From an optimization exercise on the open Yosys and OpenROAD flow, aimed at small area; shortcuts taken in it are not production practice. Function was checked by simulation only, so behaviour that the tests miss may differ from the original. No activity file was given, so power comes from the tool's default toggle rates.

==> flow/design.v <==
module aqtc_fcmp (
    input  wire [30:0] b,
    input  wire [30:0] a,
    input  wire        t2,
    input  wire        t3,
    output wire        gt
);
    wire [7:0]  ea = a[30:23];
    wire [7:0]  eb = b[30:23];
    wire        an = |ea;
    wire        bn = |eb;
    wire [23:0] ma = {an, a[22:0]};
    wire [23:0] mb = {bn, b[22:0]};
    wire [9:0] x = {2'b0, ea[7:1], ea[0] | ~an};
    wire [9:0] y = ~{2'b0, eb[7:1], eb[0] | ~bn};
    reg  [9:0] d; reg c; integer i;
    always @(*) begin
        c = 1'b1;
        for (i = 0; i < 10; i = i + 1) begin
            d[i] = x[i] ^ y[i] ^ c;
            c = (x[i] & y[i]) | (c & (x[i] ^ y[i]));
        end
    end
    reg [9:0] j; reg c2; reg [9:0] z;
    always @(*) begin
        z = {7'd0, 1'b1, 1'b0, t3};
        c2 = 1'b0;
        for (i = 0; i < 10; i = i + 1) begin
            j[i] = d[i] ^ z[i] ^ c2;
            c2 = (d[i] & z[i]) | (c2 & (d[i] ^ z[i]));
        end
    end
    wire        jneg = j[9];
    wire        jbig = ~j[9] & ((|j[8:3]) | (j[2] & j[1]));
    reg [25:0] mb3; reg c3;
    wire [25:0] p = {2'b0, mb}, q = {1'b0, mb, 1'b0};
    always @(*) begin
        c3 = mb[23];
        for (i = 0; i < 26; i = i + 1) begin
            mb3[i] = p[i] ^ q[i] ^ c3;
            c3 = (p[i] & q[i]) | (c3 & (p[i] ^ q[i]));
        end
    end
    wire [27:0] lh  = t2 ? {mb3, mb[22:21]} : {mb, 2'b00, mb[23:22]};
    wire        sticky = t2 ? |mb[20:0] : |mb[21:0];
    reg [27:0] r5; reg c4;
    wire [27:0] u = {3'b0, ma, 1'b1}, v = {1'b0, ma, 1'b1, 2'b0};
    always @(*) begin
        c4 = 1'b0;
        for (i = 0; i < 28; i = i + 1) begin
            r5[i] = u[i] ^ v[i] ^ c4;
            c4 = (u[i] & v[i]) | (c4 & (u[i] ^ v[i]));
        end
    end
    wire [32:0] r5s = {5'd0, r5} << j[2:0];
    wire        big = |r5s[32:28];
    wire tie = sticky | a[0];
    reg g;
    always @(*) begin
        g = tie;
        for (i = 0; i < 28; i = i + 1)
            g = r5s[i] ? (lh[i] & g) : (lh[i] | g);
    end
    assign gt = ~(&ea) & ((&eb) | jneg | (~jbig & ~big & g));
endmodule
module aqtc_td (
    input  wire        clk,
    input  wire        rst,
    input  wire        in_valid,
    input  wire [31:0] in_sample,
    output reg         out_valid,
    output reg         out_nan,
    output reg  [8:0]  out_nanidx,
    output wire        out_res,
    output wire [2:0]  out_code,
    output wire [2:0]  out_idx
);
    localparam [30:0] TD_FLOOR = 31'h3B480000;    
    function gt31;    
        input [30:0] x, y;
        integer n;
        begin
            gt31 = 1'b0;
            for (n = 0; n < 31; n = n + 1)
                gt31 = y[n] ? (x[n] & gt31) : (x[n] | gt31);
        end
    endfunction
    reg  [8:0]  r;         
    reg  [30:0] E, P, Q, H;
    reg         post, t1, hi0, hi1;
    reg  [2:0]  best;
    reg         z0, z1;
    wire [30:0] mag   = in_sample[30:0];
    wire [8:0]  rn    = r + 9'd1;            
    wire        first = (r[5:0] == 6'd63);
    wire        bnd   = in_valid & (r[5:0] == 6'd62);
    wire        s_gt  = gt31(mag, E);
    wire        e_ge_fl = ~gt31(TD_FLOOR, E);
    wire [30:0] F     = s_gt ? mag : E;           
    wire [2:0]  seg   = r[8:6];                   
    wire [2:0]  ps    = first ? r[8:6] : r[8:6] - 3'd1;
    wire [30:0] cb = bnd ? F : (post ? E : P);
    wire [30:0] ca = bnd ? P : (t1 ? H : Q);
    wire        cgt;
    aqtc_fcmp u_cmp (.b(cb), .a(ca), .t2(post), .t3(bnd), .gt(cgt));
    wire        p_gt_a = gt31(P, ca);
    wire        t1c   = t1 & ps[2];
    wire        act   = (r[8] & (bnd | post)) | t1c;
    wire [2:0]  cur   = bnd ? seg : (post ? (r[7] ? 3'd3 : 3'd2) : 3'd1);
    wire        take  = act & cgt & ((best == 3'd0) | (cur < best));
    always @(posedge clk) begin
        if (in_valid)
            E <= (first | s_gt) ? mag : E;
        if (post)
            P <= E;
        if (t1 && !ps[2] && (ps == 3'd0 || p_gt_a))
            H <= P;
        if ((post && (seg == 3'd3 || seg == 3'd5)) ||
            (!t1 && (ps == 3'd3 || ps == 3'd5) && p_gt_a))
            Q <= P;
        if (post && seg == 3'd3)
            best <= 3'd0;
        else if (take)
            best <= cur;
        if (post && !r[8])
            hi0 <= (seg != 3'd0 && hi0) | e_ge_fl;
        if (post && r[8])
            hi1 <= (seg != 3'd4 && hi1) | e_ge_fl;
    end
    always @(posedge clk) begin
        if (rst) begin
            r         <= 9'h1FF;
            post      <= 1'b0;
            t1        <= 1'b0;
            out_valid <= 1'b0;
        end else begin
            if (in_valid)
                r <= rn;
            post      <= bnd;
            t1        <= post;
            out_valid <= t1 & (ps == 3'd7);
        end
    end
    wire       is_nan = (mag[30:23] == 8'hFF) & (|mag[22:0]);
    always @(posedge clk) begin
        if (in_valid) begin
            if (rn == 9'd0)
                z0 <= is_nan;
            if (rn == 9'd1)
                z1 <= is_nan;
            if (rn == 9'd2) begin
                out_nan    <= z0 | z1 | is_nan;
                out_nanidx <= z0 ? 9'd0 : z1 ? 9'd1 : is_nan ? 9'd2 : 9'd0;
            end else if ((rn[8:2] != 7'd0 || rn[1:0] == 2'd3) && is_nan && !out_nan) begin
                out_nan    <= 1'b1;
                out_nanidx <= rn;
            end
        end
    end
    wire       silent   = ~hi0 | ~hi1;
    assign out_res  = ~out_nan & ~silent & (best != 3'd0);
    assign out_code = out_nan ? 3'd0 : silent ? 3'd4 :
                      (best == 3'd0) ? 3'd0 : (best == 3'd1) ? 3'd1 :
                      (best[2:1] == 2'b01) ? 3'd2 : 3'd3;
    assign out_idx  = (out_nan | silent) ? 3'd0 : best;
endmodule
Settings: LEC_CHECK=0, CAP_MARGIN=5, CORE_MARGIN=2, CORE_UTILIZATION=65, CTS_BUF_LIST=sky130_fd_sc_hd__clkbuf_8, SLEW_MARGIN=5; clock period 30.0 ns.
standard.sh (not shown) runs the stock make flow with config.mk's settings and CLKGATE_MAP_FILE= SYNTH_SCRIPT=/design/flow/synth_recipe.tcl, a recipe that flattens the netlist after the stock synthesis.
==> flow/flow/run.sh <==
#!/bin/bash
# Standard ORFS layout, with an area-oriented ABC mapping script, no
# pre-ABC adder extraction and the smallest buffer on the ports.
set -euo pipefail
here=$(pwd)
rm -rf "$here/scripts"
cp -r "$FLOW_HOME/scripts" "$here/scripts"
cp "$here/flow/abc_area.script" "$here/scripts/abc_speed.script"
export SCRIPTS_DIR="$here/scripts"
export ADDER_MAP_FILE=
export BUFFER_PORTS_ARGS="-buffer_cell sky130_fd_sc_hd__buf_1"
bash standard.sh > "$here/standard.log" 2>&1
==> flow/flow/abc_area.script <==
strash
balance
rewrite
refactor
balance
rewrite
rewrite -z
balance
refactor -z
rewrite -z
balance
&get -n
&dc2
&put
balance
rewrite
refactor
balance
rewrite
rewrite -z
balance
refactor -z
rewrite -z
balance
&get -n
&dc2
&put
balance
rewrite
refactor
balance
rewrite
rewrite -z
balance
refactor -z
rewrite -z
balance
resub -K 8
resub -K 10 -N 2
dch -f
amap
topo
stime -c
The first run completed with no timing, DRC or antenna violations.
Rerun with:
==> flow/flow/abc_area.script (replaced) <==
strash
balance
rewrite
refactor
balance
rewrite
rewrite -z
balance
refactor -z
rewrite -z
balance
dch -f
amap
topo
stime -c
Effect: The new run finished with timing, DRC and antenna clean; count of clock-buffer cells in the layout increases by 1; hold slack degrades by 0.0033 ns; design area grows by 1.9%; die area climbs by 1.9%; global-route usage went up by 0.84 points; routed wire length goes up by 3.0%.
Rerun with:
==> flow/flow/abc_area.script (replaced) <==
strash
balance
rewrite
refactor
balance
rewrite
rewrite -z
balance
refactor -z
rewrite -z
balance
&get -n
&dc2
&put
balance
rewrite
refactor
balance
rewrite
rewrite -z
balance
refactor -z
rewrite -z
balance
&get -n
&dc2
&put
balance
rewrite
refactor
balance
rewrite
rewrite -z
balance
refactor -z
rewrite -z
balance
resub -K 8
resub -K 10 -N 2
dch -f
amap
topo
stime -c
--- a/flow/config.mk
+++ b/flow/config.mk
@@ -7,3 +7,3 @@
 export LEC_CHECK = 0
-export CAP_MARGIN = 5
+export CAP_MARGIN = 0
 export CORE_MARGIN = 2
@@ -11,2 +11,3 @@
 export CTS_BUF_LIST = sky130_fd_sc_hd__clkbuf_8
-export SLEW_MARGIN = 5
+export GPL_TIMING_DRIVEN = 0
+export SLEW_MARGIN = 0
Outcome:
- utilization increases by 0.84 points
- routed wire length falls slightly
- power went up by a little under a tenth
Rerun with:
==> flow/flow/abc_area.script (replaced) <==
strash
balance
rewrite
refactor
balance
rewrite
rewrite -z
balance
refactor -z
rewrite -z
balance
dch -f
amap
topo
stime -c
--- a/flow/config.mk
+++ b/flow/config.mk
@@ -7,7 +7,6 @@
 export LEC_CHECK = 0
-export CAP_MARGIN = 0
+export CAP_MARGIN = 5
 export CORE_MARGIN = 2
 export CORE_UTILIZATION = 65
-export CTS_BUF_LIST = sky130_fd_sc_hd__clkbuf_8
-export GPL_TIMING_DRIVEN = 0
-export SLEW_MARGIN = 0
+export CTS_BUF_LIST = sky130_fd_sc_hd__clkbuf_4 sky130_fd_sc_hd__clkbuf_8
+export SLEW_MARGIN = 5
Outcome:
- synthesized cell count grows by 4.6%
- maximum frequency shrinks by 7.8%
- flip-flop and latch count stays the same
- routed wire length grows by 1.3%
- clock-buffer cell count grows by 1
- hold slack got worse by 0.0064 ns
- non-clock buffer count shrinks by 2
- sequential share of layout area is about the same

========
exp/lagoon:
aqtc_td, a different RTL version from the one above (not shown whole).
Size: ~1200 cells after synthesis, ~140 flip-flops, ~53 I/O pins.
==> flow/design.v (excerpt) <==
module aqtc_td (
    input  wire        clk,
    input  wire        rst,
    input  wire        in_valid,
    input  wire [31:0] in_sample,
    output reg         out_valid,
    output reg         out_nan,
    output wire [8:0]  out_nanidx,
    output wire        out_res,
    output wire [2:0]  out_code,
    output wire [2:0]  out_idx
);
==> flow/config.mk <==
export PLATFORM = sky130hd
export DESIGN_NAME = aqtc_td
export DESIGN_NICKNAME = aqtc_td
export VERILOG_FILES = /design/flow/design.v
export SDC_FILE = /design/flow/constraint.sdc
export NUM_CORES = 4
export LEC_CHECK = 0
export CAP_MARGIN = 0
export CORE_MARGIN = 2
export CORE_UTILIZATION = 65
export CTS_BUF_LIST = sky130_fd_sc_hd__clkbuf_8
export SLEW_MARGIN = 0
==> flow/constraint.sdc <==
create_clock -name core_clock -period 30.0 [get_ports {clk}]
set_input_delay 6.0000 -clock core_clock [delete_from_list [all_inputs] [get_ports {clk}]]
set_output_delay 6.0000 -clock core_clock [all_outputs]
set_load 0.01 [all_outputs]
==> flow/flow/abc_area.script <==
strash
balance
rewrite
refactor
balance
rewrite
rewrite -z
balance
refactor -z
rewrite -z
balance
&get -n
&dc2
&put
balance
rewrite
refactor
balance
rewrite
rewrite -z
balance
refactor -z
rewrite -z
balance
&get -n
&dc2
&put
balance
rewrite
refactor
balance
rewrite
rewrite -z
balance
refactor -z
rewrite -z
balance
resub -K 8
resub -K 10 -N 2
dch -f
amap
topo
stime -c
Scripts as last shown in full above: flow/flow/run.sh
Input-level comparison between exp/ember and exp/lagoon:
Settings: a change of SLEW_MARGIN from 0 to 5; a change of CAP_MARGIN from 0 to 5.
### Flow results
Having completed the whole flow, exp/ember delivered a layout that passed the timing, DRC and antenna checks.
Compared exp/ember against exp/lagoon; combinational power within noise.
[compare] base=exp/lagoon new=exp/ember: routed wire length neither gained nor lost much, leakage power did not really move.
Number of synthesized flops with an enable pin: exp/lagoon vs exp/ember, no meaningful difference
exp/lagoon and exp/ember ended up with roughly the same number of clock buffer instances in the layout.
Diff exp/lagoon -> exp/ember: die width now sits at about the same level; sum of buffers and inverters on the critical path now sits at about the same level.
Reported for exp/lagoon and exp/ember, worst path setup slack after routing turned out identical to the last digit.
Summary of exp/ember over exp/lagoon: via-per-instance ratio held, net count of the finished layout barely changed.
What exp/sierra does differently from exp/ember at the input level:
Settings: CORE_UTILIZATION changed from 65 to 50.
==> comparison <==
- exp/sierra finished all stages; the layout is clean.
- The overall track demand over capacity in global routing in exp/sierra was lower than what exp/ember gave.
- In exp/sierra the part of the power in combinational logic turned out 0.4 points higher than in exp/ember.
- From exp/ember to exp/sierra the numbers moved as follows: count of flip-flops with a built-in enable after synthesis flat; post-route core utilization dropped 16 points; wire length rose by 1800 µm; arrival time reported for the critical path endpoint lower; total instance count after detailed placement went up by 53.
- Compared exp/sierra vs exp/ember, and vertical die dimension is up in exp/sierra.
- Re post-synth net total: no difference whatsoever between exp/sierra and exp/ember.

========
Another version of the RTL of aqtc_td (not shown whole).
For scale: roughly 1200 cells after synthesis, roughly 140 flip-flops, about 9100 um2 of cells after synthesis.
clock: 30.0 ns
lec_check: 0
cap_margin: 5
core_margin: 2
core_utilization: 65
cts_buf_list: sky130_fd_sc_hd__clkbuf_8
slew_margin: 5
Scripts as last shown in full above: flow/flow/run.sh, flow/flow/abc_area.script
==> next run, changes <==
--- a/flow/flow/run.sh
+++ b/flow/flow/run.sh
@@ -2,3 +2,4 @@
 # Standard ORFS layout, with an area-oriented ABC mapping script, no
-# pre-ABC adder extraction and the smallest buffer on the ports.
+# pre-ABC adder extraction, the smallest buffer on the ports and no
+# dummy clock loads.
 set -euo pipefail
@@ -10,2 +11,3 @@
 export ADDER_MAP_FILE=
+export CTS_ARGS="-sink_clustering_enable -repair_clock_nets -buf_list sky130_fd_sc_hd__clkbuf_8 -dont_use_dummy_load"
 export BUFFER_PORTS_ARGS="-buffer_cell sky130_fd_sc_hd__buf_1"
After rerunning: The changed run produced a clean layout. Maximum frequency hardly moves. Clock skew came out higher by 0.013 ns. Flip-flop and latch count does not change. Die area stays the same.

what the ideal ports hide:
In the flow no input, the clock included, has a driving cell. The finished layouts below were timed again as built, in two steps. Step 1, drivers: a clkbuf_16 drives clk and a buf_2 each remaining input, both assumed. Step 2 moves the port delays by t, midway between the first and last clock arrival at a register: inputs arrive t later, outputs are due t later. That takes back most of the time a late clock gives input paths. Three values: ideal ports, drivers, drivers and shift; two values: the first two.
run	t (ns)	setup slack, ns	worst setup path after step 2	slew at the worst register clock pin (ns)
the first run of note 1	0.506	10.474 / 10.492 / 9.985	input to register	0.09 / 0.09
the second run of note 1	0.506	6.937 / 6.952 / 6.445	input to register	0.10 / 0.10
the third run of note 1	0.518	8.731 / 8.747 / 8.229	input to register	0.09 / 0.09
the fourth run of note 1	0.506	6.937 / 6.952 / 6.445	input to register	0.10 / 0.10
exp/lagoon	0.508	8.630 / 8.645 / 8.137	input to register	0.08 / 0.08
exp/ember	0.508	8.630 / 8.645 / 8.137	input to register	0.08 / 0.08
exp/sierra	0.493	8.988 / 9.013 / 8.520	input to register	0.09 / 0.09
the first run of note 3	0.510	9.052 / 9.075 / 8.565	input to register	0.09 / 0.09
the second run of note 3	0.489	9.044 / 9.066 / 8.576	input to register	0.08 / 0.08
After both steps setup and hold are still met in every run listed. For the third run of note 1, which loses most, drivers alone change the setup slack by +0.016 ns; drivers and shift together by -0.502 ns.
